Context: an optimization exercise on an open-source flow, tuned for a short achievable clock period. The choices shown serve that exercise and are no tape-out recipe.
Where RTL was checked, it was by simulation tests only, not by an equivalence proof against the original.
No functional check of the RTL was part of run 1.
The clock port is modelled as an ideal driver; clocking choices that lean on that would not hold on a real chip.
Power is estimated from default activity; no workload was simulated.

==> flow/design.v <==
module sport_frame_decoder (
    input  wire        clk,
    input  wire        rst,         
    input  wire        in_valid,
    input  wire [7:0]  in_data,
    output wire        frame_valid,
    output wire [71:0] frame_data,
    output wire        evt_valid,
    output wire [3:0]  evt_kind,
    output wire [31:0] evt_value
);
    localparam [7:0] START     = 8'h7E;
    localparam [7:0] ESC       = 8'h7D;
    localparam [7:0] ESC_XOR   = 8'h20;
    localparam [7:0] DEVICE_ID = 8'h1B;
    localparam [7:0] FRAME_TYPE= 8'h10;
    reg       s_idle, s_pay, s_esc;
    reg [3:0] cur;
    reg       p8, e8;
    reg [63:0] fb;
    reg       acc_q;
    reg [3:0] kind_q;
    wire step   = in_valid && !rst;
    wire is_esc = (in_data == ESC);
    wire wr     = step && (s_esc || (s_pay && !is_esc));
    wire [7:0] wdata = s_esc ? (in_data ^ ESC_XOR) : in_data;
    wire [3:0] cur_next = cur + 4'd1;
    always @(posedge clk) begin
        if (rst) begin
            s_idle <= 1'b1;
            s_pay  <= 1'b0;
            s_esc  <= 1'b0;
            cur    <= 4'd0;
            p8     <= 1'b0;
            e8     <= 1'b0;
        end else if (in_valid) begin
            if (s_idle) begin
                if (in_data == START) begin
                    s_idle <= 1'b0;
                    s_pay  <= 1'b1;
                    cur    <= 4'd0;
                end
            end else if (s_pay) begin
                if (is_esc) begin
                    s_pay <= 1'b0;
                    s_esc <= 1'b1;
                    e8    <= p8;
                    p8    <= 1'b0;
                end else begin
                    cur    <= cur_next;
                    s_idle <= p8;
                    s_pay  <= !p8;
                    p8     <= (cur == 4'd7);
                    e8     <= 1'b0;
                end
            end else if (s_esc) begin
                cur    <= cur_next;
                s_idle <= e8;
                s_esc  <= 1'b0;
                s_pay  <= !e8;
                p8     <= (cur == 4'd7);
                e8     <= 1'b0;
            end
        end
    end
    integer k;
    always @(posedge clk) begin
        for (k = 0; k < 8; k = k + 1)
            if (wr && cur == k)
                fb[8*k +: 8] <= wdata;
    end
    wire [7:0]  device_id    = fb[7:0];
    wire [7:0]  frame_type   = fb[15:8];
    wire [15:0] data_type_id = fb[31:16];
    reg       known;
    reg [3:0] kind;
    always @(*) begin
        known = 1'b1;
        kind  = 4'd0;
        case (data_type_id)
            16'h0600: kind = 4'd0;    
            16'h0800: kind = 4'd1;    
            16'h0210: kind = 4'd2;    
            16'h0910: kind = 4'd3;    
            16'h0200: kind = 4'd4;    
            16'h0840: kind = 4'd5;    
            16'hF101: kind = 4'd6;    
            16'h0400: kind = 4'd7;    
            16'h0410: kind = 4'd8;    
            16'h0100: kind = 4'd9;    
            16'h0820: kind = 4'd10;   
            16'h0420: kind = 4'd11;   
            16'h0830: kind = 4'd12;   
            16'h0430: kind = 4'd13;   
            16'h0440: kind = 4'd14;   
            16'h0110: kind = 4'd15;   
            default:  known = 1'b0;
        endcase
    end
    always @(posedge clk) begin
        acc_q  <= (device_id == DEVICE_ID) && (frame_type == FRAME_TYPE) && known;
        kind_q <= kind;
    end
    localparam integer NA = 102;      
    localparam integer G  = 8;        
    localparam integer ND = (NA + G - 1) / G;
    wire        ep8 = e8 | p8;
    wire [3:0]  kv  = acc_q ? kind_q : 4'd0;
    wire [31:0] vv  = acc_q ? fb[63:32] : 32'd0;
    wire [NA-1:0] src = {vv, kv, acc_q, fb, 1'b1};
    wire [NA-1:0] zn  = ~(ep8 ? src : {NA{1'b0}});
    wire [NA-1:0] a_out;
    wire [ND-1:0] cn;
    genvar g, j;
    generate
        for (g = 0; g < ND; g = g + 1) begin : dec
            sfd_dec u_dec (
                .v(in_valid), .r(rst), .d(in_data), .e8(e8), .cn(cn[g])
            );
        end
        for (j = 0; j < NA; j = j + 1) begin : bitg
            sfd_nor u_bit (.a(cn[j / G]), .b(zn[j]), .y(a_out[j]));
        end
    endgenerate
    wire       ln;
    wire [7:0] dn;
    sfd_decl u_ldec (
        .v(in_valid), .r(rst), .d(in_data), .e8(e8), .ep8(ep8), .cn(ln)
    );
    generate
        for (j = 0; j < 8; j = j + 1) begin : lastg
            if (j == 5) begin : fl
                sfd_xnor u_x (.a(in_data[j]), .b(e8), .y(dn[j]));
            end else begin : pl
                sfd_inv u_i (.a(in_data[j]), .y(dn[j]));
            end
            sfd_nor u_bit (.a(ln), .b(dn[j]), .y(frame_data[64 + j]));
        end
    endgenerate
    assign frame_valid       = a_out[0];
    assign frame_data[63:0]  = a_out[64:1];
    assign evt_valid         = a_out[65];
    assign evt_kind          = a_out[69:66];
    assign evt_value         = a_out[101:70];
endmodule
module sfd_dec (
    input  wire       v,
    input  wire       r,
    input  wire [7:0] d,
    input  wire       e8,
    output wire       cn
);
    assign cn = ~(v & ~r & (e8 | (d != 8'h7D)));
endmodule
module sfd_decl (
    input  wire       v,
    input  wire       r,
    input  wire [7:0] d,
    input  wire       e8,
    input  wire       ep8,
    output wire       cn
);
    assign cn = ~(v & ~r & ep8 & (e8 | (d != 8'h7D)));
endmodule
module sfd_nor (
    input  wire a,
    input  wire b,
    output wire y
);
    assign y = ~(a | b);
endmodule
module sfd_inv (
    input  wire a,
    output wire y
);
    assign y = ~a;
endmodule
module sfd_xnor (
    input  wire a,
    input  wire b,
    output wire y
);
    assign y = ~(a ^ b);
endmodule
==> flow/flow/run.sh <==
#!/bin/bash
# Standard layout, with the pin placement constraints in flow/io.tcl and,
# after global placement, flow/place_crit.tcl (cells on the input-to-output
# paths pulled next to their pins).
set -uo pipefail
bash standard.sh IO_CONSTRAINTS="$PWD/flow/io.tcl" POST_GLOBAL_PLACE_TCL="$PWD/flow/place_crit.tcl" finish > standard.log 2>&1
==> flow/flow/io.tcl <==
# Pin placement: every input and output on the bottom edge, the inputs in
# the middle, so that the same-cycle paths from the inputs to the outputs
# stay short. The clock enters from the top.
set_io_pin_constraint -region bottom:* -pin_names [list {frame_valid} {frame_data[0]} {frame_data[1]} {frame_data[2]} {frame_data[3]} {frame_data[4]} {frame_data[5]} {frame_data[6]} {frame_data[7]} {frame_data[8]} {frame_data[9]} {frame_data[10]} {frame_data[11]} {frame_data[12]} {frame_data[13]} {frame_data[14]} {frame_data[15]} {frame_data[16]} {frame_data[17]} {frame_data[18]} {frame_data[19]} {frame_data[20]} {frame_data[21]} {frame_data[22]} {frame_data[23]} {frame_data[24]} {frame_data[25]} {frame_data[26]} {frame_data[27]} {frame_data[28]} {frame_data[29]} {frame_data[30]} {frame_data[31]} {frame_data[32]} {frame_data[33]} {frame_data[34]} {frame_data[35]} {frame_data[36]} {frame_data[37]} {frame_data[38]} {frame_data[39]} {frame_data[40]} {frame_data[41]} {frame_data[42]} {frame_data[43]} {frame_data[44]} {frame_data[45]} {frame_data[46]} {frame_data[47]} {frame_data[48]} {frame_data[49]} {rst} {in_valid} {in_data[0]} {in_data[1]} {in_data[2]} {in_data[3]} {in_data[4]} {in_data[5]} {in_data[6]} {in_data[7]} {frame_data[64]} {frame_data[65]} {frame_data[66]} {frame_data[67]} {frame_data[68]} {frame_data[69]} {frame_data[70]} {frame_data[71]} {frame_data[50]} {frame_data[51]} {frame_data[52]} {frame_data[53]} {frame_data[54]} {frame_data[55]} {frame_data[56]} {frame_data[57]} {frame_data[58]} {frame_data[59]} {frame_data[60]} {frame_data[61]} {frame_data[62]} {frame_data[63]} {evt_valid} {evt_kind[0]} {evt_kind[1]} {evt_kind[2]} {evt_kind[3]} {evt_value[0]} {evt_value[1]} {evt_value[2]} {evt_value[3]} {evt_value[4]} {evt_value[5]} {evt_value[6]} {evt_value[7]} {evt_value[8]} {evt_value[9]} {evt_value[10]} {evt_value[11]} {evt_value[12]} {evt_value[13]} {evt_value[14]} {evt_value[15]} {evt_value[16]} {evt_value[17]} {evt_value[18]} {evt_value[19]} {evt_value[20]} {evt_value[21]} {evt_value[22]} {evt_value[23]} {evt_value[24]} {evt_value[25]} {evt_value[26]} {evt_value[27]} {evt_value[28]} {evt_value[29]} {evt_value[30]} {evt_value[31]}]
set_io_pin_constraint -group -order -pin_names [list {frame_valid} {frame_data[0]} {frame_data[1]} {frame_data[2]} {frame_data[3]} {frame_data[4]} {frame_data[5]} {frame_data[6]} {frame_data[7]} {frame_data[8]} {frame_data[9]} {frame_data[10]} {frame_data[11]} {frame_data[12]} {frame_data[13]} {frame_data[14]} {frame_data[15]} {frame_data[16]} {frame_data[17]} {frame_data[18]} {frame_data[19]} {frame_data[20]} {frame_data[21]} {frame_data[22]} {frame_data[23]} {frame_data[24]} {frame_data[25]} {frame_data[26]} {frame_data[27]} {frame_data[28]} {frame_data[29]} {frame_data[30]} {frame_data[31]} {frame_data[32]} {frame_data[33]} {frame_data[34]} {frame_data[35]} {frame_data[36]} {frame_data[37]} {frame_data[38]} {frame_data[39]} {frame_data[40]} {frame_data[41]} {frame_data[42]} {frame_data[43]} {frame_data[44]} {frame_data[45]} {frame_data[46]} {frame_data[47]} {frame_data[48]} {frame_data[49]} {rst} {in_valid} {in_data[0]} {in_data[1]} {in_data[2]} {in_data[3]} {in_data[4]} {in_data[5]} {in_data[6]} {in_data[7]} {frame_data[64]} {frame_data[65]} {frame_data[66]} {frame_data[67]} {frame_data[68]} {frame_data[69]} {frame_data[70]} {frame_data[71]} {frame_data[50]} {frame_data[51]} {frame_data[52]} {frame_data[53]} {frame_data[54]} {frame_data[55]} {frame_data[56]} {frame_data[57]} {frame_data[58]} {frame_data[59]} {frame_data[60]} {frame_data[61]} {frame_data[62]} {frame_data[63]} {evt_valid} {evt_kind[0]} {evt_kind[1]} {evt_kind[2]} {evt_kind[3]} {evt_value[0]} {evt_value[1]} {evt_value[2]} {evt_value[3]} {evt_value[4]} {evt_value[5]} {evt_value[6]} {evt_value[7]} {evt_value[8]} {evt_value[9]} {evt_value[10]} {evt_value[11]} {evt_value[12]} {evt_value[13]} {evt_value[14]} {evt_value[15]} {evt_value[16]} {evt_value[17]} {evt_value[18]} {evt_value[19]} {evt_value[20]} {evt_value[21]} {evt_value[22]} {evt_value[23]} {evt_value[24]} {evt_value[25]} {evt_value[26]} {evt_value[27]} {evt_value[28]} {evt_value[29]} {evt_value[30]} {evt_value[31]}]
set_io_pin_constraint -region top:* -pin_names {clk}
==> flow/flow/place_crit.tcl <==
# Run after global placement (POST_GLOBAL_PLACE_TCL). Pulls the cells on the
# same-cycle paths from the inputs to the outputs next to the pins: each
# output buffer and the gate that drives it under its output pin, and every
# other cell on those paths under the middle of the output pins it reaches.
# Detailed placement then legalises the result.
proc crit_place {} {
  set block [ord::get_db_block]
  set core [$block getCoreArea]
  set cy0 [$core yMin]
  set cx0 [$core xMin]
  set cx1 [$core xMax]
  set rowh 2720

  # forward reach from the input ports through combinational cells
  set fwd [dict create]
  set front {}
  foreach bt [$block getBTerms] {
    if {[$bt getIoType] ne "INPUT"} continue
    if {[$bt getName] eq "clk"} continue
    set net [$bt getNet]
    if {$net eq "NULL"} continue
    foreach it [$net getITerms] {
      if {[$it isInputSignal]} { lappend front [$it getInst] }
    }
  }
  while {[llength $front]} {
    set next {}
    foreach inst $front {
      set n [$inst getName]
      if {[dict exists $fwd $n]} continue
      if {[[$inst getMaster] isSequential]} continue
      dict set fwd $n $inst
      foreach it [$inst getITerms] {
        if {![$it isOutputSignal]} continue
        set net [$it getNet]
        if {$net eq "NULL"} continue
        foreach it2 [$net getITerms] {
          if {[$it2 isInputSignal]} { lappend next [$it2 getInst] }
        }
      }
    }
    set front $next
  }

  # backward from each output port: collect pin x per cell, and the level
  set xs [dict create]
  set lvl [dict create]
  foreach bt [$block getBTerms] {
    if {[$bt getIoType] ne "OUTPUT"} continue
    set bb [[lindex [$bt getBPins] 0] getBBox]
    set px [expr {([$bb xMin] + [$bb xMax]) / 2}]
    set net [$bt getNet]
    set front {}
    foreach it [$net getITerms] { if {[$it isOutputSignal]} { lappend front [list [$it getInst] 0] } }
    set seen [dict create]
    while {[llength $front]} {
      set next {}
      foreach e $front {
        lassign $e inst l
        set n [$inst getName]
        if {![dict exists $fwd $n]} continue
        if {[dict exists $seen $n]} continue
        dict set seen $n 1
        dict lappend xs $n $px
        if {![dict exists $lvl $n] || [dict get $lvl $n] < $l} { dict set lvl $n $l }
        foreach it [$inst getITerms] {
          if {![$it isInputSignal]} continue
          set net2 [$it getNet]
          if {$net2 eq "NULL"} continue
          foreach it2 [$net2 getITerms] {
            if {[$it2 isOutputSignal]} { lappend next [list [$it2 getInst] [expr {$l + 1}]] }
          }
        }
      }
      set front $next
    }
  }

  set moved 0
  dict for {n pxs} $xs {
    set inst [dict get $fwd $n]
    set sum 0
    foreach p $pxs { set sum [expr {$sum + $p}] }
    set x [expr {$sum / [llength $pxs]}]
    set l [dict get $lvl $n]
    if {$l > 3} { set l 3 }
    set w [[$inst getMaster] getWidth]
    set x [expr {$x - $w / 2}]
    if {$x < $cx0} { set x $cx0 }
    if {$x + $w > $cx1} { set x [expr {$cx1 - $w}] }
    set y [expr {$cy0 + $l * $rowh}]
    $inst setLocation [expr {int($x)}] [expr {int($y)}]
    incr moved
  }
  # input buffers: at their pins
  foreach bt [$block getBTerms] {
    if {[$bt getIoType] ne "INPUT" || [$bt getName] eq "clk"} continue
    set bb [[lindex [$bt getBPins] 0] getBBox]
    set px [expr {([$bb xMin] + [$bb xMax]) / 2}]
    foreach it [[$bt getNet] getITerms] {
      set inst [$it getInst]
      if {[[$inst getMaster] getName] ne "" && [string match "input*" [$inst getName]]} {
        $inst setLocation [expr {int($px - [[$inst getMaster] getWidth] / 2)}] $cy0
        incr moved
      }
    }
  }
  puts "crit_place: moved $moved cells"
}
crit_place
==> flow/standard.sh <==
#!/bin/bash
# synth_recipe.tcl (not shown) runs the flow's synth.tcl, then flattens the netlist and writes it again
# the make line also repeats each setting of config.mk as NAME=value (left out here)
make -C /OpenROAD-flow-scripts/flow DESIGN_CONFIG=/design/flow/config.mk WORK_HOME=/design/flow/orfs CLKGATE_MAP_FILE= SYNTH_SCRIPT=/design/flow/synth_recipe.tcl "${@:-finish}"
==> flow/config.mk <==
export PLATFORM = sky130hd
export DESIGN_NAME = sport_frame_decoder
export DESIGN_NICKNAME = sport_frame_decoder
export VERILOG_FILES = /design/flow/design.v
export SDC_FILE = /design/flow/constraint.sdc
export NUM_CORES = 4
export LEC_CHECK = 0
export CAP_MARGIN = 20
export CORE_AREA = 2 2 142 82
export DIE_AREA = 0 0 144 84
export SETUP_SLACK_MARGIN = 3.2
export SLEW_MARGIN = 20
export SYNTH_HIERARCHICAL = 1
==> flow/constraint.sdc <==
create_clock -name core_clock -period 6.0 [get_ports {clk}]
set_input_delay 1.2000 -clock core_clock [delete_from_list [all_inputs] [get_ports {clk}]]
set_output_delay 1.2000 -clock core_clock [all_outputs]
set_load 0.01 [all_outputs]
==> out/results.ini, run 1 <==
[floorplan]
ios = 121
die_y_um = 84
row_count = 29
die-width_um = 144
start_util_pct = 41.6

[placement]
portBuffers = 120
dp_cells = 776
hpwl_um = 14900
pre_cts_slack_ps = 1020

[logic_synthesis]
syn_area_sq_mm = 0.00457
syn_avg_cell_area_sq_um = 8.92
synth.yosys.warnings = 7
syn_nets = 528
ys_ff_latch = 78
syn-instance-count = 513
synth-edff-count = 64
seq_area_frac_synth_pct = 48.1
synthArstFlopShare_pct = 0
synth_ff_type = edfxtp_1
synth.distinct_cells = 56

[clock_tree]
cts_max_level = 3
cts.sinks = 78
cts.hold.buffers_added = 0
clock_path_buffers = 2
clock-root-buffer = clkbuf_16
cts_made_buffers = 9

[global_routing]
track_usage_pct = 44.6
grt_max_degree = 57
gr-total-overflow = 9
grt_pass1_vias = 5762
grt_pass1_wl_um = 38000

[run_status]
stop_error = [ERROR GRT-0116] Global routing finished with congestion. Check the congestion regions in the DRC Viewer.
outcome = did not finish
lastStage = global routing

## per-layer routing
layer,GRT overflow,track usage (%)
met1,1,52.2
met2,6,57.5
met3,1,27.0
met4,1,34.1
met5,0,10.1
## power by group through the flow
stage | combinational [mW] | sequential [mW] | clock (mW)
2_1_floorplan | 0.0445 | 0.598 | 0
3_3_place_gp | 0.0871 | 0.600 | 0
3_5_place_dp | 0.0890 | 0.600 | 0
4_1_cts | 0.165 | 0.587 | 0.522
## synth_stat cells (all sizes together) (2+ instances only)
library cell / count / area (sq um)
nand2b: 19 / 119
o311ai: 13 / 211
nand4: 9 / 56.3
xor2: 5 / 43.8
or3: 4 / 25.0
nand3: 47 / 235
a211o: 2 / 17.5
edfxtp: 64 / 1920
nor3: 3 / 15.0
o21a: 2 / 15.0
clkbuf: 15 / 56.3
nor4: 4 / 55.1
buf: 5 / 27.5
or2: 2 / 12.5
a21oi: 4 / 20.0
o21ai: 5 / 25.0
nand4bb: 14 / 158
nand2: 79 / 297
and2: 9 / 56.3
xnor2: 2 / 17.5
ha: 4 / 50.1
or4: 2 / 18.8
nor3b: 2 / 15.0
nor4b: 4 / 35.0
dfxtp: 14 / 280
nor2: 125 / 469
inv: 30 / 113
a221oi: 2 / 17.5
## modules after synthesis (local to each module, per instance)
module | flip-flops and latches | cell area [sq um] | cells | copies in the design
sfd_nor | 0 | 3.75 | 1 | 110
sfd_inv | 0 | 3.75 | 1 | 7
sfd_xnor | 0 | 8.76 | 1 | 1
sfd_decl | 0 | 43.8 | 5 | 1
sport_frame_decoder | 78 | 3530 | 325 | 1
sfd_dec | 0 | 42.5 | 5 | 13
## cells by family after synthesis
kind of cell / Yosys count / synth area share (%)
buffers and inverters: 50 / 4.29
AND/OR/NAND/NOR: 333 / 36.0
AO/OA/AOI/OAI: 41 / 9.11
XOR/XNOR: 7 / 1.34
adder cells (fa/ha/maj): 4 / 1.09
flip-flops: 78 / 48.1
## worst min path at each step
stage	end	slack, ps	depth (start not counted)
4_1_cts	p8$_SDFFE_PP0P_	540	2
3_5_place_dp	p8$_SDFFE_PP0P_	530	2
3_3_place_gp	cur[1]$_SDFFE_PP0P_	510	2
2_1_floorplan	p8$_SDFFE_PP0P_	470	2
## stage by stage
stage | cell area, sq um | hold slack, ps | power (mW)
4_1_cts | 7280 | 540 | 1.27
3_5_place_dp | 6120 | 530 | 0.689
3_3_place_gp | 6120 | 514 | 0.687
2_1_floorplan | 4750 | 470 | 0.643
## timing repair
action	CTS
resized for setup	671
pin swaps	29
endpoints found under the setup margin	191
setup buffers	60
gates cloned	4
==> run 2: changes to the inputs <==
--- a/flow/design.v
+++ b/flow/design.v
@@ -63,15 +63,13 @@
             end
         end
     end
-    integer k;
     always @(posedge clk) begin
-        for (k = 0; k < 8; k = k + 1)
-            if (wr && cur == k)
-                fb[8*k +: 8] <= wdata;
-    end
-    wire [7:0]  device_id    = fb[7:0];
-    wire [7:0]  frame_type   = fb[15:8];
-    wire [15:0] data_type_id = fb[31:16];
+        if (wr)
+            fb <= {wdata, fb[63:8]};
+    end
+    wire [7:0]  device_id    = fb[15:8];
+    wire [7:0]  frame_type   = fb[23:16];
+    wire [15:0] data_type_id = fb[39:24];
     reg       known;
     reg [3:0] kind;
     always @(*) begin
@@ -98,13 +96,16 @@
         endcase
     end
     always @(posedge clk) begin
-        acc_q  <= (device_id == DEVICE_ID) && (frame_type == FRAME_TYPE) && known;
-        kind_q <= kind;
+        if (wr && cur == 4'd7) begin
+            acc_q  <= (device_id == DEVICE_ID) && (frame_type == FRAME_TYPE) && known;
+            kind_q <= kind;
+        end
     end
     localparam integer NA = 102;      
     localparam integer G  = 8;        
     localparam integer ND = (NA + G - 1) / G;
     wire        ep8 = e8 | p8;
+    wire        e8n = ~e8;
     wire [3:0]  kv  = acc_q ? kind_q : 4'd0;
     wire [31:0] vv  = acc_q ? fb[63:32] : 32'd0;
     wire [NA-1:0] src = {vv, kv, acc_q, fb, 1'b1};
@@ -115,26 +116,26 @@
     generate
         for (g = 0; g < ND; g = g + 1) begin : dec
             sfd_dec u_dec (
-                .v(in_valid), .r(rst), .d(in_data), .e8(e8), .cn(cn[g])
+                .v(in_valid), .r(rst), .d(in_data), .e8n(e8n), .cn(cn[g])
             );
         end
         for (j = 0; j < NA; j = j + 1) begin : bitg
-            sfd_nor u_bit (.a(cn[j / G]), .b(zn[j]), .y(a_out[j]));
+            g_nor2 u_bit (.a(cn[j / G]), .b(zn[j]), .y(a_out[j]));
         end
     endgenerate
     wire       ln;
     wire [7:0] dn;
     sfd_decl u_ldec (
-        .v(in_valid), .r(rst), .d(in_data), .e8(e8), .ep8(ep8), .cn(ln)
+        .v(in_valid), .r(rst), .d(in_data), .e8n(e8n), .en(ep8), .cn(ln)
     );
     generate
         for (j = 0; j < 8; j = j + 1) begin : lastg
             if (j == 5) begin : fl
-                sfd_xnor u_x (.a(in_data[j]), .b(e8), .y(dn[j]));
+                g_xnor2 u_x (.a(in_data[j]), .b(e8), .y(dn[j]));
             end else begin : pl
-                sfd_inv u_i (.a(in_data[j]), .y(dn[j]));
+                g_inv u_i (.a(in_data[j]), .y(dn[j]));
             end
-            sfd_nor u_bit (.a(ln), .b(dn[j]), .y(frame_data[64 + j]));
+            g_nor2 u_bit (.a(ln), .b(dn[j]), .y(frame_data[64 + j]));
         end
     endgenerate
     assign frame_valid       = a_out[0];
@@ -147,35 +148,88 @@
     input  wire       v,
     input  wire       r,
     input  wire [7:0] d,
-    input  wire       e8,
+    input  wire       e8n,
     output wire       cn
 );
-    assign cn = ~(v & ~r & (e8 | (d != 8'h7D)));
+    wire nlo, nhi, eqlo, eqhi, m, vr;
+    g_nand4b u_lo  (.an(d[1]), .b(d[0]), .c(d[2]), .d(d[3]), .y(nlo));
+    g_nand4b u_hi  (.an(d[7]), .b(d[4]), .c(d[5]), .d(d[6]), .y(nhi));
+    g_inv    u_ilo (.a(nlo), .y(eqlo));
+    g_inv    u_ihi (.a(nhi), .y(eqhi));
+    g_nand3  u_m   (.a(eqlo), .b(eqhi), .c(e8n), .y(m));
+    g_vr2    u_vr  (.v(v), .r(r), .y(vr));
+    g_nand2  u_cn  (.a(vr), .b(m), .y(cn));
 endmodule
 module sfd_decl (
     input  wire       v,
     input  wire       r,
     input  wire [7:0] d,
-    input  wire       e8,
-    input  wire       ep8,
+    input  wire       e8n,
+    input  wire       en,
     output wire       cn
 );
-    assign cn = ~(v & ~r & ep8 & (e8 | (d != 8'h7D)));
-endmodule
-module sfd_nor (
+    wire nlo, nhi, eqlo, eqhi, m, vr;
+    g_nand4b u_lo  (.an(d[1]), .b(d[0]), .c(d[2]), .d(d[3]), .y(nlo));
+    g_nand4b u_hi  (.an(d[7]), .b(d[4]), .c(d[5]), .d(d[6]), .y(nhi));
+    g_inv    u_ilo (.a(nlo), .y(eqlo));
+    g_inv    u_ihi (.a(nhi), .y(eqhi));
+    g_nand3  u_m   (.a(eqlo), .b(eqhi), .c(e8n), .y(m));
+    g_vr     u_vr  (.v(v), .r(r), .en(en), .y(vr));
+    g_nand2  u_cn  (.a(vr), .b(m), .y(cn));
+endmodule
+module g_vr2 (
+    input  wire v,
+    input  wire r,
+    output wire y
+);
+    assign y = v & ~r;
+endmodule
+module g_vr (
+    input  wire v,
+    input  wire r,
+    input  wire en,
+    output wire y
+);
+    assign y = v & ~r & en;
+endmodule
+module g_nand4b (
+    input  wire an,
+    input  wire b,
+    input  wire c,
+    input  wire d,
+    output wire y
+);
+    assign y = ~(~an & b & c & d);
+endmodule
+module g_nand3 (
+    input  wire a,
+    input  wire b,
+    input  wire c,
+    output wire y
+);
+    assign y = ~(a & b & c);
+endmodule
+module g_nand2 (
+    input  wire a,
+    input  wire b,
+    output wire y
+);
+    assign y = ~(a & b);
+endmodule
+module g_nor2 (
     input  wire a,
     input  wire b,
     output wire y
 );
     assign y = ~(a | b);
 endmodule
-module sfd_inv (
+module g_inv (
     input  wire a,
     output wire y
 );
     assign y = ~a;
 endmodule
-module sfd_xnor (
+module g_xnor2 (
     input  wire a,
     input  wire b,
     output wire y
==> flow/flow/run.sh (replaced) <==
#!/bin/bash
# Standard layout up to CTS, then extra sizing of the cells on the worst paths
# (flow/size_opt.tcl), then the rest of the standard layout.
set -uo pipefail
export FLOW_RESULTS="$PWD/orfs/results/sky130hd/sport_frame_decoder/base"
bash standard.sh IO_CONSTRAINTS="$PWD/flow/io.tcl" cts > standard_cts.log 2>&1 || exit 1
openroad -no_init -exit flow/size_opt.tcl > size_opt.log 2>&1 || exit 1
bash standard.sh IO_CONSTRAINTS="$PWD/flow/io.tcl" finish > standard_finish.log 2>&1
==> flow/flow/size_opt.tcl (new file) <==
# Extra sizing after CTS: for the cells on the worst paths, try every drive
# strength of the same cell and keep the one that gives the best worst slack
# (flip-flops are left alone). Then legalise and write the CTS result back.
set results $::env(FLOW_RESULTS)
set platform_dir $::env(FLOW_HOME)/platforms/sky130hd
read_liberty $platform_dir/lib/sky130_fd_sc_hd__tt_025C_1v80.lib
read_db $results/4_cts.odb
read_sdc $results/4_cts.sdc
source $platform_dir/setRC.tcl
estimate_parasitics -placement

proc wns {} { return [sta::worst_slack_cmd max] }
proc family_cells {cellname} {
  regsub {_[0-9]+$} $cellname "" base
  set fams [list $base]
  if {$base eq "sky130_fd_sc_hd__buf" || $base eq "sky130_fd_sc_hd__clkbuf"} {
    set fams [list sky130_fd_sc_hd__buf sky130_fd_sc_hd__clkbuf]
  }
  set out {}
  foreach f $fams {
    foreach c [get_lib_cells ${f}_*] {
      set n [get_name $c]
      if {[regexp "^${f}_\[0-9\]+\$" $n]} { lappend out $n }
    }
  }
  return $out
}
proc size_pass {npaths} {
  set improved 0
  set pes [find_timing_paths -path_delay max -group_path_count $npaths -endpoint_path_count 1 -unique_paths_to_endpoint]
  set insts {}
  foreach p $pes {
    foreach pt [get_property $p points] {
      set pin [get_property $pt pin]
      if {[get_property $pin direction] ne "output"} continue
      if {[catch {set i [get_cells -of_objects $pin]}] || $i eq ""} continue
      set n [get_full_name $i]
      if {[lsearch -exact $insts $n] < 0} { lappend insts $n }
    }
  }
  foreach n $insts {
    set inst [get_cells $n]
    set cur [get_property $inst ref_name]
    if {[string match "*df*" $cur] || [string match "*dlx*" $cur]} continue
    set best [wns]; set bestc $cur
    foreach c [family_cells $cur] {
      if {$c eq $cur} continue
      replace_cell $inst $c
      estimate_parasitics -placement
      set w [wns]
      if {$w > $best + 0.5e-12} { set best $w; set bestc $c }
    }
    replace_cell $inst $bestc
    estimate_parasitics -placement
    if {$bestc ne $cur} { incr improved; puts "size $n $cur -> $bestc wns [format %.4f [expr {[wns]*1e9}]]" }
  }
  return $improved
}

puts "start wns [format %.4f [expr {[wns]*1e9}]]"
for {set k 0} {$k < 6} {incr k} {
  set n [size_pass 30]
  puts "pass $k: changed $n, wns [format %.4f [expr {[wns]*1e9}]]"
  if {$n == 0} break
}
detailed_placement
check_placement -verbose
estimate_parasitics -placement
puts "after legalisation wns [format %.4f [expr {[wns]*1e9}]]"
write_db $results/4_cts.odb
removed: flow/flow/place_crit.tcl
==> run 2 against run 1 <==
Effect of this change: now clean on timing, DRC and antenna; synthesized cell count up 2.9%; area after synthesis up 1.3%.
==> out/results.ini, run 2 <==
[logic_synthesis]
syn_avg_cell_area_sq_um = 8.77  ; -1.6%
seq_area_frac_synth_pct = 48.6  ; +0.47 points
synth_ff_type = edfxtp_1
ys_ff_latch = 78  ; unchanged
synth.area.top_cells = edfxtp_1, nor2_1, nand2_1
syn_area_sq_mm = 0.00463  ; +1.3%
yosysMostFrequentCell = nor2_1
syn-instance-count = 528  ; +2.9%
synth.distinct_cells = 58  ; +3.6%
synth-edff-count = 69  ; +7.8%
yosys.area.top_type = edfxtp_1
syn_nets = 540  ; +2.3%
yosys-top-cells-count = nor2_1, nand2_1, edfxtp_1
yosys.area.top_type_share_pct = 44.7  ; +2.7 points
synthArstFlopShare_pct = 0  ; unchanged
synth.yosys.warnings = 7  ; unchanged

[final_layout]
largest_reg_flops = 64
n_fill_cell = 661
top_regs = fb x64, cur x4, kind_q x4
final_cell_mix = buf_6, nor2_4, nand2_1
nNetsFinal = 735
area_delta_synth_final_pct = 85.0
max_flop_register = fb
final_common_cell = buf_6
n_antenna_cell = 0
postLayoutCellArea_sq_mm = 0.00857
layout-drive-gt1-share_pct = 55.3

[power]
swShare_pct = 22.2
p_sw_mw = 0.308
internal-power_mw = 1.08
leakage_nw = 3.03
clockPowerShare_pct = 45.0
p_comb_share_pct = 12.9
pwr-share-seq_pct = 42.1
worst_ir_drop_vdd_mv = 0.166
powerDensity_mw_per_mm2 = 162

[floorplan]
ios = 121  ; unchanged
die-width_um = 144  ; unchanged
start_util_pct = 42.1  ; +0.53 points
die_y_um = 84  ; unchanged
row_count = 29  ; unchanged
die_area_sq_mm = 0.0121
core-area_sq_mm = 0.0110

[clock_tree]
clock-root-buffer = clkbuf_16
cts_max_level = 3  ; unchanged
cts_tree = built
clk_pin_slew_ps = 60
clock_path_buffers = 2  ; unchanged
worstSkewPairLatency_ps = 340
cts.sinks = 78  ; unchanged
cts_made_buffers = 9  ; unchanged

[placement]
hpwl_um = 12900  ; -13%
gp_congestion = 1.00
portBuffers = 120  ; unchanged
place_area_sq_mm = 0.00673  ; +10%

[drt]
drc_errors = 0
dr.pass1.iters = 6
wire_per_inst_um = 24.4
drt_iter0_drc = 478
wl_um = 21500
num_vias = 5098
avgViaCountPerCell = 5.78
final_antenna_net_count = 0

[critical_path]
r2r-start = fb[34]$_DFFE_PP_
critical_path_arrival_ps = 2120
cp.required_ps = 4800
critPathKind = in -> out
cp_max_fo = 7
cp-end-kind = output pin
worst_setup_path_start_kind = input pin
critPathLaunch = in_data[7]

[sta]
rsz0062_at_grt = true
hold_viol_final = 0
maxSlewViolCount = 0
max_slew_margin_pct = 56.2
period_share_pct = 55.4
tightest_slew_ps = 655
tns_ps = 0
period_needed_ps = 3320
setup_viol = 0
max_freq_mhz = 301
skew_ps = 8.92
timing.hold.ws_ps = 487

[global_routing]
track_usage_pct = 34.9
grt_pass1_vias = 4802
antenna_found_initial = 0
grt_max_degree = 65
grt_pass1_wl_um = 30800
gr-total-overflow = 0

[hold_path]
hold_path_class = reg -> reg
min_from = fb[8]$_DFFE_PP_

[run_status]
outcome = no timing/DRC/antenna violations

[flow_run]
maxCapViolCount = 0

[run 2: kinds of logic (layout without fill, tap and decap cells)]
logic type	Yosys count	after routing	share of synthesized area, %
xor+xnor	7	7	1.32
compound gates	26	26	4.27
mux	1	1	0.216
flops	78	78	48.6
simple gates	353	353	39.3
buf+inv	62	261	5.97
fa+ha+maj	1	1	0.270
[run 2: Yosys stat by module, one instance, submodules excluded, a selection]
| module | times used | area [sq um] | cells | flops+latches |
|---|---|---|---|---|
| g_nand2 | 14 | 3.75 | 1 | 0 |
| sport_frame_decoder | 1 | 3520 | 312 | 78 |
| g_nand4b | 28 | 8.76 | 1 | 0 |
| g_vr | 1 | 8.76 | 1 | 0 |
| g_nand3 | 14 | 5.00 | 1 | 0 |
| g_vr2 | 13 | 13.8 | 1 | 0 |
| g_nor2 | 110 | 3.75 | 1 | 0 |
| g_inv | 35 | 3.75 | 1 | 0 |
| g_xnor2 | 1 | 8.76 | 1 | 0 |
[run 2: area by class of cell]
type	instances	area, sq um	share of cell area [%]
Clock buffer	9	225	2.63
Clock inverter	6	111	1.30
Inverter	43	165	1.93
Multi-Input combinational cell	388	3240	37.8
Sequential cell	78	2250	26.3
Tap cell	155	194	2.26
Timing Repair Buffer	203	2380	27.8
[run 2: what timing repair did]
| item | CTS | global route |
|---|---|---|
| setup buffers | 74 | 0 |
| setup endpoints to repair | 188 | 149 |
| gates cloned | 7 | 0 |
| hold buffers | 0 | 0 |
| pin swaps | 32 | 21 |
| resized for setup | 731 | 47 |
[run 2: final timing paths]
path / to / slack (ps) / depth (start not counted)
worst max-delay path: evt_kind[0] / 2680 / 8
worst min-delay path: fb[0]$_DFFE_PP_ / 490 / 0
worst max register to register: acc_q$_DFFE_PP_ / 4100 / 4
worst min register to register: fb[0]$_DFFE_PP_ / 490 / 0
[run 2: per-layer routing]
metal  routed length (um)  part of all wire (%)  track usage (%)
met5                    0                     0                0
met3                 1790                   8.3             7.86
met4                  931                   4.3             11.8
met2                10500                    49             57.0
met1                 8240                    38             45.9
[run 2: power groups by stage]
stage | Combinational, mW | Sequential [mW] | Clock (mW)
global route | 0.182 | 0.583 | 0.648
detailed placement | 0.0844 | 0.595 | 0
global placement | 0.0830 | 0.595 | 0
finish | 0.178 | 0.584 | 0.624
CTS | 0.166 | 0.583 | 0.629
floorplan | 0.0503 | 0.595 | 0
[run 2: worst max-delay path: stages]
cell	delay, ps
buf_16	120
nand4b_1	180
inv_2	90
nand3_4	110
nand2_8	110
buf_6	130
nor2_2	40
buf_2	140
[run 2: per-stage QoR]
| stage | setup WS, ps | utilization [%] | total power, mW | cells |
|---|---|---|---|---|
| final | 2680 | 78.0 | 1.39 | 882 |
| after global routing | 2630 | 78.0 | 1.41 | 882 |
| after CTS | 2720 | 75.9 | 1.38 | 882 |
| after detailed placement | 1360 | 61.2 | 0.680 | 786 |
| after global placement | 1410 | 61.2 | 0.678 | 786 |
| after floorplan | 2350 | - | 0.645 | 528 |
==> run 3: changes to the inputs <==
==> flow/flow/run.sh (replaced) <==
#!/bin/bash
# Standard layout up to CTS, then extra sizing of the cells on the worst paths
# (flow/size_opt.tcl), then the rest of the standard layout.
set -uo pipefail
export FLOW_RESULTS="$PWD/orfs/results/sky130hd/sport_frame_decoder/base"
bash standard.sh cts > standard_cts.log 2>&1 || exit 1
openroad -no_init -exit flow/size_opt.tcl > size_opt.log 2>&1 || exit 1
bash standard.sh finish > standard_finish.log 2>&1
--- a/flow/config.mk
+++ b/flow/config.mk
@@ -6,8 +6,8 @@
 export NUM_CORES = 4
 export LEC_CHECK = 0
 export CAP_MARGIN = 20
-export CORE_AREA = 2 2 142 82
-export DIE_AREA = 0 0 144 84
+export CORE_MARGIN = 2
+export CORE_UTILIZATION = 45
 export SETUP_SLACK_MARGIN = 3.2
 export SLEW_MARGIN = 20
 export SYNTH_HIERARCHICAL = 1
removed: flow/flow/io.tcl
==> run 3 against run 2 <==
Effect of this change: still clean on timing, DRC and antenna; wire length fell by 28%; clock skew is 4.5 ps lower; clock power fell by 39%; worst hold slack got worse by 2.4 ps; largest power group is now sequential cells; highest routed layer unchanged.
==> out/results.ini, run 3 <==
[clock_tree]
cts_max_level = 3  ; unchanged
clock-root-buffer = clkbuf_8
cts.sinks = 78  ; unchanged
cts_made_buffers = 9  ; unchanged
cts.hold.buffers_added = 0  ; unchanged
clock_path_buffers = 2  ; unchanged
worstSkewPairLatency_ps = 350  ; about the same
clk_pin_slew_ps = 80  ; +20 ps
cts_tree = built

[placement]
gp_congestion = 0.852  ; -15%
pre_cts_slack_ps = 1490  ; +130 ps
portBuffers = 120  ; unchanged
hpwl_um = 8910  ; -31%

[logic_synthesis]
yosys.area.top_type = edfxtp_1
synth.yosys.warnings = 7  ; unchanged
synth_ff_type = edfxtp_1
yosys.area_share.adder_pct = 0.270  ; unchanged
synth_compound_area_share_pct = 4.27  ; unchanged
syn_nets = 540  ; unchanged
yosys-top-cells-count = nor2_1, nand2_1, edfxtp_1
yosysMostFrequentCell = nor2_1
synth_top_family_by_area = simple AND/OR/NAND/NOR gates
synth-edff-count = 69  ; unchanged
synth_xor_xnor_area_share_pct = 1.32  ; unchanged
synth-simple-area-share_pct = 39.3  ; unchanged
ys_ff_latch = 78  ; unchanged
syn-instance-count = 528  ; unchanged
synth_mux_area_share_pct = 0.216  ; unchanged
synthArstFlopShare_pct = 0  ; unchanged
syn_area_sq_mm = 0.00463  ; unchanged
synth.area.top_cells = edfxtp_1, nor2_1, nand2_1
syn_avg_cell_area_sq_um = 8.77  ; unchanged
seq_area_frac_synth_pct = 48.6  ; unchanged
yosys.area.top_type_share_pct = 44.7  ; unchanged
synth.distinct_cells = 58  ; unchanged

[final_layout]
layout-drive-gt1-share_pct = 54.3  ; -0.99 points
seq_area_sq_mm = 0.00225  ; unchanged
final_common_cell = buf_6
largest_reg_flops = 64  ; unchanged
multi_input_area_sq_mm = 0.00322  ; -0.85%
n_fill_cell = 593  ; -10%
top_regs = fb x64, cur x4, kind_q x4
area_delta_synth_final_pct = 75.4
nNetsFinal = 727  ; -1.1%
n_antenna_cell = 0  ; unchanged
final_cell_mix = buf_6, nor2_4, nand2_1
max_flop_register = fb

[critical_path]
critPathKind = in -> out
worst_setup_path_start_kind = input pin
critical_path_arrival_ps = 2120  ; about the same
slowest_delay_ps = 160  ; -20 ps
crit_slowest_cell = nand4b_4
crit_chain = buf_12, nand4b_4, inv_1, nand3_2, nand2_8, buf_6, nor2_2, buf_2
cp_max_fo = 8  ; +1
r2r_slack_ps = 4180  ; +80 ps
cp.required_ps = 4800  ; about the same
cp-end-kind = output pin

[global_routing]
grt_pass1_vias = 4440  ; -7.5%
grt_max_degree = 56  ; -14%
grt_pass1_wl_um = 23500  ; -24%
track_usage_pct = 26.9  ; -8.0 points
antenna_found_initial = 0  ; unchanged
gr-total-overflow = 0  ; unchanged

[floorplan]
die_y_um = 105  ; +26%
core-area_sq_mm = 0.0101  ; -7.8%
die-width_um = 105  ; -27%
ios = 121  ; unchanged
die_area_sq_mm = 0.0111  ; -8.0%
row_count = 37  ; +28%
start_util_pct = 45.7  ; +3.6 points

[sta]
period_needed_ps = 3320  ; -5.39 ps
worst_slack_ps = 2680  ; +5.39 ps
hold_viol_final = 0  ; unchanged
period_share_pct = 55.3  ; -0.090 points
setup_viol = 0  ; unchanged
tightest_slew_ps = 893  ; +238 ps
max_slew_margin_pct = 40.3  ; -16 points
skew_ps = 4.37  ; -4.54 ps
rsz0062_at_grt = true
max_freq_mhz = 302  ; +0.16%
tns_ps = 0  ; unchanged
maxSlewViolCount = 0  ; unchanged

[power]
leakage_nw = 2.88  ; -5.1%
powerDensity_mw_per_mm2 = 138  ; -15%
worst_ir_drop_vdd_mv = 0.138  ; -17%

[drt]
wl_um = 15500  ; -28%
final_antenna_net_count = 0  ; unchanged
num_vias = 4729  ; -7.2%
dr.pass1.iters = 6  ; unchanged
drc_errors = 0  ; unchanged
drt_iter0_drc = 306  ; -36%
wire_per_inst_um = 18.1  ; -26%
avgViaCountPerCell = 5.52  ; -4.4%

[flow_run]
maxCapViolCount = 0  ; unchanged

[run_status]
outcome = no timing/DRC/antenna violations

[hold_path]
hold_path_class = reg -> reg

==> run 3: cell counts after synthesis <==
No cell type changed its count.
==> run 3: timing repair <==
action / in CTS / in global routing
gates cloned: 2 / 1
buffers inserted: 61 / 8
gates resized for setup: 664 / 67
endpoints found under the setup margin: 188 / 110
pin swaps: 32 / 16
hold endpoints to repair: 0 / 0
==> run 3: final timing paths <==
path	endpoint	start	cells after the start
hold reg to reg	fb[34]$_DFFE_PP_	fb[42]$_DFFE_PP_	0
setup / recovery	frame_data[63]	in_data[7]	8
hold / removal	fb[34]$_DFFE_PP_	fb[42]$_DFFE_PP_	0
setup reg to reg	kind_q[1]$_DFFE_PP_	cur[0]$_SDFFE_PP0P_	3
==> run 3: area by class of cell <==
type / count / share of cell area (%)
clock inverters: 5 / 0.616
repair buffers: 194 / 26.3
clock buffers: 11 / 1.62
well taps: 136 / 2.09
multi-input cells: 389 / 39.6
inverters: 43 / 2.08
flip-flops and latches: 78 / 27.7
==> run 3: critical path: cells and delay by family <==
kind | cells | cell delay, ps
AND/OR/NAND/NOR | 4 | 470
buffers and inverters | 4 | 450
==> run 3: through the flow <==
| stage | cell area (sq um) | power, mW | util, % | instances | hold WS [ps] |
|---|---|---|---|---|---|
| finish | 8130 | 1.12 | 80.2 | 856 | 485 |
| floorplan | 5440 | 0.645 | - | 528 | 428 |
| CTS | 7700 | 1.11 | 76.0 | 847 | 485 |
| detailed placement | 6720 | 0.677 | 66.3 | 768 | 467 |
| global placement | 6720 | 0.676 | 66.3 | 768 | 459 |
| global route | 8130 | 1.16 | 80.2 | 856 | 502 |
==> run 3: metal layers <==
metal  up-vias  part of all wire, %  global-route usage, %
li1       2189                    -                      -
met1      2322                   40                   34.1
met2       191                   52                   47.0
met3        27                  5.9                   3.96
met4         0                  2.2                   9.05
met5         -                    0                      0
==> run 3: cells by family after synthesis <==
family | Yosys count
DFF | 78
muxes | 1
adders and majority gates | 1
xor gates and xnor gates | 7
buffers and inverters | 62
and+or+nand+nor | 353
AOI/OAI and AO/OA | 26
==> run 3: modules after synthesis (local to each module, per instance), a selection <==
module,copies in the design,cells inside
g_nand3,14,1
g_vr,1,1
sport_frame_decoder,1,312
g_nor2,110,1
g_xnor2,1,1
g_nand2,14,1
g_inv,35,1
g_nand4b,28,1
g_vr2,13,1
==> run 3: where the power goes <==
group          internal (mW)  total [mW]  switching, mW
Clock                  0.189       0.379          0.190
Combinational         0.0813       0.160         0.0785
Sequential             0.582       0.583       0.000366

## separate check: timing with driven ports
No port has a modelled driver above. Below, the same layouts with a new extraction and two added sets of constraints.
Step 1 sets driving cells, clkbuf_16 on the clock port and buf_2 on the other inputs (assumed; they add their load-dependent delay and slew).
Step 2, shift: input delay + t, output delay - t, t = (earliest + latest rising clock arrival at the registers) / 2. This alone moves slack from input paths to output paths.
a / b / c = ideal / step 1 / step 2; a / b = the first two.
run | t, ns | setup slack, ns | latest minus earliest clock arrival (ns)
run 2 | 0.381 | 2.678 / 2.518 / 2.518 | 0.010 / 0.009
run 3 | 0.390 | 2.684 / 2.579 / 2.579 | 0.005 / 0.005
After both steps setup and hold are still met in every run listed. The setup slack of run 2, which loses most, moves by -0.160 ns with the drivers and by -0.160 ns with both steps.
